Context: an optimization exercise on an open-source flow, tuned for small area, a short achievable clock period and few clock cycles. The choices shown serve that exercise and are no tape-out recipe. Only simulation tests tie the RTL to the original design; equivalence was not proved. No activity file was given, so power comes from the tool's default toggle rates.

<file path="flow/design.v">
module sdr_frame_tx (
    input  wire       clk,
    input  wire       rst,
    input  wire       in_valid,
    output wire       in_ready,
    input  wire [7:0] in_data,
    output wire       out_valid,
    input  wire       out_ready,
    output reg  [7:0] out_data,
    output wire       done
);
    localparam integer L       = 10;            
    localparam integer G       = 4;             
    localparam integer P       = 16;            
    localparam integer R       = 3 + 2*L + 4;   
    localparam integer F       = 48;            
    localparam integer N_TRAIN = 4;
    localparam integer N_START = 3;
    localparam integer N_END   = 3;
    localparam [31:0]  SYNC    = 32'h1ACFFC1D;
    localparam [8*L-1:0] EOS_PATTERN = 80'h454F5300FF454F5300FF;
    localparam [7:0]   TYPE_TRAINING = 8'h01, TYPE_START = 8'h02, TYPE_DATA = 8'h03,
                       TYPE_PARITY = 8'h04, TYPE_END = 8'h05;
    localparam [8*R-1:0] KEYSTREAM = {
        8'hFE, 8'h3B, 8'h14, 8'hBE, 8'hA8, 8'h5B, 8'hCE, 8'h56, 8'h60,
        8'hDA, 8'hE8, 8'hC8, 8'h81, 8'h26, 8'h9E, 8'hE1, 8'hFC, 8'h76,
        8'h29, 8'h7D, 8'h50, 8'hB7, 8'h9C, 8'hAC, 8'hC1, 8'hB5, 8'hD1};
    localparam [2:0] S_TRAIN  = 3'd0,    
                     S_START  = 3'd1,    
                     S_FILL   = 3'd2,    
                     S_DATA   = 3'd3,    
                     S_PARITY = 3'd4,    
                     S_END    = 3'd5,    
                     S_DONE   = 3'd6;
    function automatic [6:0] ham_enc(input [3:0] d);
        ham_enc = {d, d[3] ^ d[2] ^ d[0], d[3] ^ d[1] ^ d[0], d[2] ^ d[1] ^ d[0]};
    endfunction
    function automatic [31:0] crc32_payload(input [8*L-1:0] data);
        integer i, j;
        reg [31:0] r;
        begin
            r = 32'hFFFFFFFF;
            for (i = 0; i < L; i = i + 1) begin
                r = r ^ {24'd0, data[8*(L-1-i) +: 8]};
                for (j = 0; j < 8; j = j + 1)
                    r = r[0] ? ((r >> 1) ^ 32'hEDB88320) : (r >> 1);
            end
            crc32_payload = r ^ 32'hFFFFFFFF;
        end
    endfunction
    reg  [2:0]     state_q;
    reg  [5:0]     fidx_q;         
    reg  [1:0]     rep_q;          
    reg  [3:0]     fill_q;         
    reg  [8*L-1:0] stage_q;        
    reg  [8*L-1:0] acc_q;          
    reg  [2:0]     slot_q;         
    reg  [7:0]     gid_q;
    reg            eos_q;          
    reg [7:0]     f_type, f_gid, f_sid;
    reg [8*L-1:0] f_payload;
    always @* begin
        f_gid     = 8'd0;
        f_sid     = 8'd0;
        f_payload = {8*L{1'b0}};
        case (state_q)
            S_TRAIN: f_type = TYPE_TRAINING;
            S_START: f_type = TYPE_START;
            S_DATA: begin
                f_type    = TYPE_DATA;
                f_gid     = gid_q;
                f_sid     = {5'd0, slot_q};
                f_payload = stage_q;
            end
            S_PARITY: begin
                f_type    = TYPE_PARITY;
                f_gid     = gid_q;
                f_sid     = G[7:0];
                f_payload = acc_q;
            end
            default: f_type = TYPE_END;
        endcase
    end
    wire [31:0]    f_crc = crc32_payload(f_payload);
    wire [8*R-1:0] region;         
    genvar gi;
    generate
        for (gi = 0; gi < L; gi = gi + 1) begin : g_fec
            assign region[8*(R-4-2*gi) +: 8] = {1'b0, ham_enc(f_payload[8*(L-1-gi)+4 +: 4])};
            assign region[8*(R-5-2*gi) +: 8] = {1'b0, ham_enc(f_payload[8*(L-1-gi) +: 4])};
        end
    endgenerate
    assign region[8*R-1 -: 24] = {f_type, f_gid, f_sid};
    assign region[31:0]        = f_crc;
    wire [8*R-1:0] sregion = region ^ KEYSTREAM;
    integer ri;
    always @* begin
        out_data = 8'h00;
        if (fidx_q < P)
            out_data = 8'hAA;
        else if (fidx_q < P + 4)
            out_data = SYNC[8*(P+3-fidx_q) +: 8];
        else if (fidx_q < P + 4 + R) begin
            for (ri = 0; ri < R; ri = ri + 1)
                if (fidx_q == P + 4 + ri) out_data = sregion[8*(R-1-ri) +: 8];
        end
    end
    wire sending = (state_q == S_TRAIN) || (state_q == S_START) || (state_q == S_DATA) ||
                   (state_q == S_PARITY) || (state_q == S_END);
    assign out_valid = sending;
    assign in_ready  = (state_q == S_FILL) || (state_q == S_DONE);
    assign done      = (state_q == S_DONE);
    wire sent_byte  = sending && out_ready;
    wire frame_end  = sent_byte && (fidx_q == F - 1);
    wire take       = in_valid && in_ready && (state_q == S_FILL);
    wire [8*L-1:0] chunk = {stage_q[8*L-9:0], in_data};
    always @(posedge clk) begin
        if (rst) begin
            state_q <= (N_TRAIN > 0) ? S_TRAIN : S_START;
            fidx_q  <= 6'd0;
            rep_q   <= 2'd0;
            fill_q  <= 4'd0;
            acc_q   <= {8*L{1'b0}};
            slot_q  <= 3'd0;
            gid_q   <= 8'd1;
            eos_q   <= 1'b0;
        end else begin
            if (sent_byte)
                fidx_q <= frame_end ? 6'd0 : fidx_q + 6'd1;
            if (take) begin
                stage_q <= chunk;
                fill_q  <= (fill_q == L - 1) ? 4'd0 : fill_q + 4'd1;
            end
            case (state_q)
                S_TRAIN, S_START, S_END: if (frame_end) begin
                    if ((state_q == S_TRAIN && rep_q == N_TRAIN - 1) ||
                        (state_q == S_START && rep_q == N_START - 1) ||
                        (state_q == S_END   && rep_q == N_END - 1)) begin
                        rep_q   <= 2'd0;
                        state_q <= (state_q == S_TRAIN) ? S_START :
                                   (state_q == S_START) ? S_FILL : S_DONE;
                    end else
                        rep_q <= rep_q + 2'd1;
                end
                S_FILL: if (take && fill_q == L - 1) begin
                    if (chunk == EOS_PATTERN) begin
                        eos_q   <= 1'b1;
                        state_q <= (slot_q != 3'd0) ? S_PARITY : S_END;
                    end else
                        state_q <= S_DATA;
                end
                S_DATA: if (frame_end) begin
                    acc_q   <= acc_q ^ stage_q;
                    slot_q  <= slot_q + 3'd1;
                    state_q <= (slot_q == G - 1) ? S_PARITY : S_FILL;
                end
                S_PARITY: if (frame_end) begin
                    acc_q   <= {8*L{1'b0}};
                    slot_q  <= 3'd0;
                    gid_q   <= (gid_q == 8'd255) ? 8'd1 : gid_q + 8'd1;
                    state_q <= eos_q ? S_END : S_FILL;
                end
                default: ;
            endcase
        end
    end
endmodule
</file>
<file path="flow/run.sh">
#!/bin/bash
# synth_recipe.tcl (not shown) runs the flow's synth.tcl, then flattens the netlist and writes it again
# the make line also repeats each setting of config.mk as NAME=value (left out here)
make -C /OpenROAD-flow-scripts/flow DESIGN_CONFIG=/design/flow/config.mk WORK_HOME=/design/flow/orfs CLKGATE_MAP_FILE= SYNTH_SCRIPT=/design/flow/synth_recipe.tcl finish
</file>
<file path="flow/config.mk">
export PLATFORM = sky130hd
export DESIGN_NAME = sdr_frame_tx
export DESIGN_NICKNAME = sdr_frame_tx
export VERILOG_FILES = /design/flow/design.v
export SDC_FILE = /design/flow/constraint.sdc
export NUM_CORES = 4
export LEC_CHECK = 0
export CAP_MARGIN = 20
export CORE_MARGIN = 2
export CORE_UTILIZATION = 40
export SETUP_SLACK_MARGIN = 0.5
export SLEW_MARGIN = 20
</file>
<file path="flow/constraint.sdc">
create_clock -name core_clock -period 15.0 [get_ports {clk}]
set_input_delay 3.0000 -clock core_clock [delete_from_list [all_inputs] [get_ports {clk}]]
set_output_delay 3.0000 -clock core_clock [all_outputs]
set_load 0.01 [all_outputs]
</file>
==> results by group <==
Drt
  – DR WL/cell: approximately 23 um
  – Via/cell ratio: between 5 and 6
  – Routed Wire Length: 57070 um
  – Vias: 13678
  – DRC: 0
  – Initial DRC count: around 1300
  – Post-route ant nets: 0
  – DR pass1 iterations: 5

Logic synthesis
  – Count of warnings emitted by yosys: 1
  – Synth top area share: between 15 and 20%
  – Count leader, synth: xnor2_1
  – EDFF count, synth: 80
  – Area leader, netlist: xnor3_1
  – Unique masters post-synth: 73
  – Syn avg cell area: 10.74 um^2
  – Cells after Synth: roughly 1800
  – Mapped Nets: 1852
  – Dominant synthesized flop cell: dfxtp_1
  – Commonest cells in the netlist: 353 x xnor2_1, 210 x xor2_1, 154 x xnor3_1, 129 x nor2_1, 116 x nand2_1
  – Ys async rst share: 0%
  – Register area share after synthesis: 23.19%
  – Register bit total from synthesis: 187
  – Cell Area, Synth: 19600 um^2
  – Synth top area cells: xnor3_1 18%, xnor2_1 16%, edfxtp_1 12%, dfxtp_1 11%, xor2_1 9.4%

Power
  – Clk network pwr share: 45.2%
  – P_leak: around 0.0085 uW
  – Maximum vdd drop: 0.05405 mV
  – PwrDens: 47.50 nW/um^2
  – Gate power share: under 10%
  – Internal Pwr Total: ~770 uW
  – Reg power frac: 52.9%
  – Switching share of power: 23.09%
  – Sw power: approximately 230 uW

STA
  – Worst Hold Slack: approximately 0.51 ns
  – Clock Skew: ~0.015 ns
  – Final period util: 90.21%
  – RSZ-0062 raised after global routing: no
  – Max-slew violation count: 0
  – Final setup violation count: 0
  – Post-layout minimum cycle time: 13.53 ns
  – Fmax: around 74 MHz
  – Worst rel slew slack: about a quarter
  – Count of final hold-check violations: 0
  – Slew @ Worst Pin: ~1.1 ns
  – Total Neg Setup Slack: 0 ns

Placement
  – Routability cong.: between 0.9 and 1
  – # port buffers: 22
  – DP HPWL: about 44000 um

Floorplanning
  – Die X: around 230 um
  – Initial Utilization: roughly 40%
  – Ports: 23
  – Core area: about 49000 um^2
  – Row count: between 80 and 90
  – Total die area: a little over 50000 um^2
  – Die height: 225.3 um

Critical path
  – Crit Path Class: reg2out
  – CP endpoint kind: output pin
  – FF-to-FF path depth: 6
  – CP arrival: roughly 11 ns
  – CP peak stage delay: approximately 0.80 ns
  – Sequence of cells on the critical path: and3b_4 -> a22oi_2 -> buf_4 -> xnor2_1 -> xnor2_1 -> xnor3_1 -> xor2_1 -> xor2_1 -> xnor2_2 -> xnor3_2 -> xnor2_4 -> xnor3_1 -> xnor3_1 -> xor2_2 -> xor2_1 -> xnor3_1 -> xor2_1 -> xor3_1 -> a211oi_1 -> a211oi_1 -> o31ai_1 -> clkdlybuf4s50_1
  – CP max stage cell: and3b_4
  – CP Launch Type: register
  – CP Max Fanout: between 40 and 50
  – Required time of the critical path: around 12 ns

GRT
  – Grt met2 use: 37.23%
  – Number of global-route vias before repair: between 10000 and 15000
  – Met3 usage: between 2 and 3%
  – First-pass GRT wire length: a little under 90000 um
  – Largest net degree at the start of global routing: a little over 80
  – Most crowded layer after global routing: met2
  – Total overflow reported by the global router: 0
  – Initial antenna violation count: 1
  – Total Routing Usage GR: 22.67%
  – Grt met1 use: between 30 and 40%

Clock network
  – Worst-path clk slew: 0.07 ns
  – H-tree depth: 4
  – Setup bufs post-CTS: 0
  – Longest Clk Path Bufs: 2
  – Cts repair resizes: 0
  – Post-CTS Hold Fix Bufs: 0
  – TritonCTS buffer count: 17
  – TritonCTS Sinks: around 190
  – CTS tree: yes
  – Clock root cell: clkbuf_16
  – Clock Latency Late Sink: between 0.4 and 0.5 ns

Finish
  – Fin util: approximately 43%
  – Share of layout cells above drive strength 1: just over 8%
  – Final #Nets: 1828
  – Area grow syn2layout: 7.017%
  – N_diodes: 0

Flow run
  – # Max-Cap Violations: 0

Run status
  – Result of the run: complete, no violations

Min path
  – Hold depth: 0
  – Hold Crit Class: reg2reg
[metal layers]
layer  wire, um  share of wire [%]  vias up
met5          0                  0        -
met2      26890                 47      443
met3       2901                5.1       59
li1           -                  -     6349
met1      26390                 46     6827
met4        897                1.6        0
[worst paths after layout]
| path | startpoint | endpoint | slack [ns] |
|---|---|---|---|
| worst max register to register | fidx_q[5]$_SDFFE_PP0P_ | acc_q[1]$_SDFFE_PP0P_ | 10.77 |
| worst max-delay path | state_q[0]$_SDFFE_PP0P_ | out_data[1] | 1.47 |
| worst min register to register | stage_q[29]$_DFFE_PP_ | stage_q[37]$_DFFE_PP_ | 0.51 |
| worst min-delay path | stage_q[29]$_DFFE_PP_ | stage_q[37]$_DFFE_PP_ | 0.51 |
[power by group through the flow]
| stage | clock, uW | combinational [uW] | sequential [uW] |
|---|---|---|---|
| 2_1_floorplan | 0 | 10.3 | 539 |
| 3_3_place_gp | 0 | 18.2 | 539 |
| 3_5_place_dp | 0 | 18.3 | 539 |
| 4_1_cts | 452 | 18.4 | 527 |
| 5_1_grt | 475 | 19.7 | 527 |
| 6_report | 450 | 18.7 | 527 |
[flip-flops by register name, indices dropped and copies added, names as in the netlist]
| register | cells |
|---|---|
| acc_q | 80 |
| stage_q | 80 |
| gid_q | 8 |
| fidx_q | 6 |
| fill_q | 4 |
| slot_q | 3 |
| state_q | 3 |
| rep_q | 2 |
| eos_q | 1 |
[cells by family (layout without fill, tap and decap cells)]
logic type	after synthesis	in the layout	synth area share (%)
xor gates and xnor gates	810	810	53.21
adders and majority gates	15	15	0.9578
muxes	1	1	0.05108
AOI/OAI and AO/OA	330	330	11.35
and+or+nand+nor	385	385	9.150
DFF	187	187	23.19
buffers and inverters	97	86	2.088
[area by class of cell]
type	count	area, um^2
Fill cell	4599	27680
Multi-Input combinational cell	1541	14670
Sequential cell	187	4544
Tap cell	622	778.2
Clock buffer	19	432.9
Timing Repair Buffer	40	355.3
Clock inverter	13	140.1
Inverter	14	52.55
[metrics by stage]
step / instance area [um^2] / setup slack (ns) / power (uW) / cells
after CTS: 20970 / 1.464 / 997.8 / 2436
after global placement: 20400 / 2.057 / 557.3 / 2404
final: 20970 / 1.468 / 996.1 / 2436
after floorplan: 19600 / 4.134 / 548.8 / 1825
after global routing: 20970 / 0.7624 / 1022 / 2436
after detailed placement: 20400 / 2.011 / 557.5 / 2404
[layout by cell type, fill, tap and decap left out, drive strengths merged, types with 22 or more instances in the layout]
cell and n:
xnor2 390, xor2 225, xnor3 178, nor2 129
nand2 116, dfxtp 107, edfxtp 80, a22oi 80
a21oi 77, o21ai 75, nand3 38, and3 30
clkdlybuf4s50 22
[critical path: cells and delay by family (launching register included)]
kind / cells / cell delay [ns]
DFF: 1 / 0.67
AOI/OAI and AO/OA: 4 / 0.64
and+or+nand+nor: 1 / 0.80
xor gates and xnor gates: 15 / 7.04
buffers and inverters: 2 / 0.84
Testbench counts, summed over its fixed seeds: cycles 37,520.

separate check: timing with driven ports:
The results above use ideal ports. As a check the final layout listed here was re-extracted and re-timed, cells and wires unchanged. Step 1 assumes that a clkbuf_16 drives the clock port and a buf_2 every other input. Step 2 times the ports against the registers' clock, not the clock port: input delays grow and output delays shrink by t, the midpoint of the rising clock arrivals with the driver on. a / b / c = ideal / step 1 / step 2; a / b = the first two.
t (ns): 0.494
setup WS [ns]: 1.468 / 1.419 / 1.913
cell pins on the clock port's net: 1
After both steps this run still meets setup and hold. The setup slack of this run moves by -0.049 ns with the drivers and by +0.445 ns with both steps.
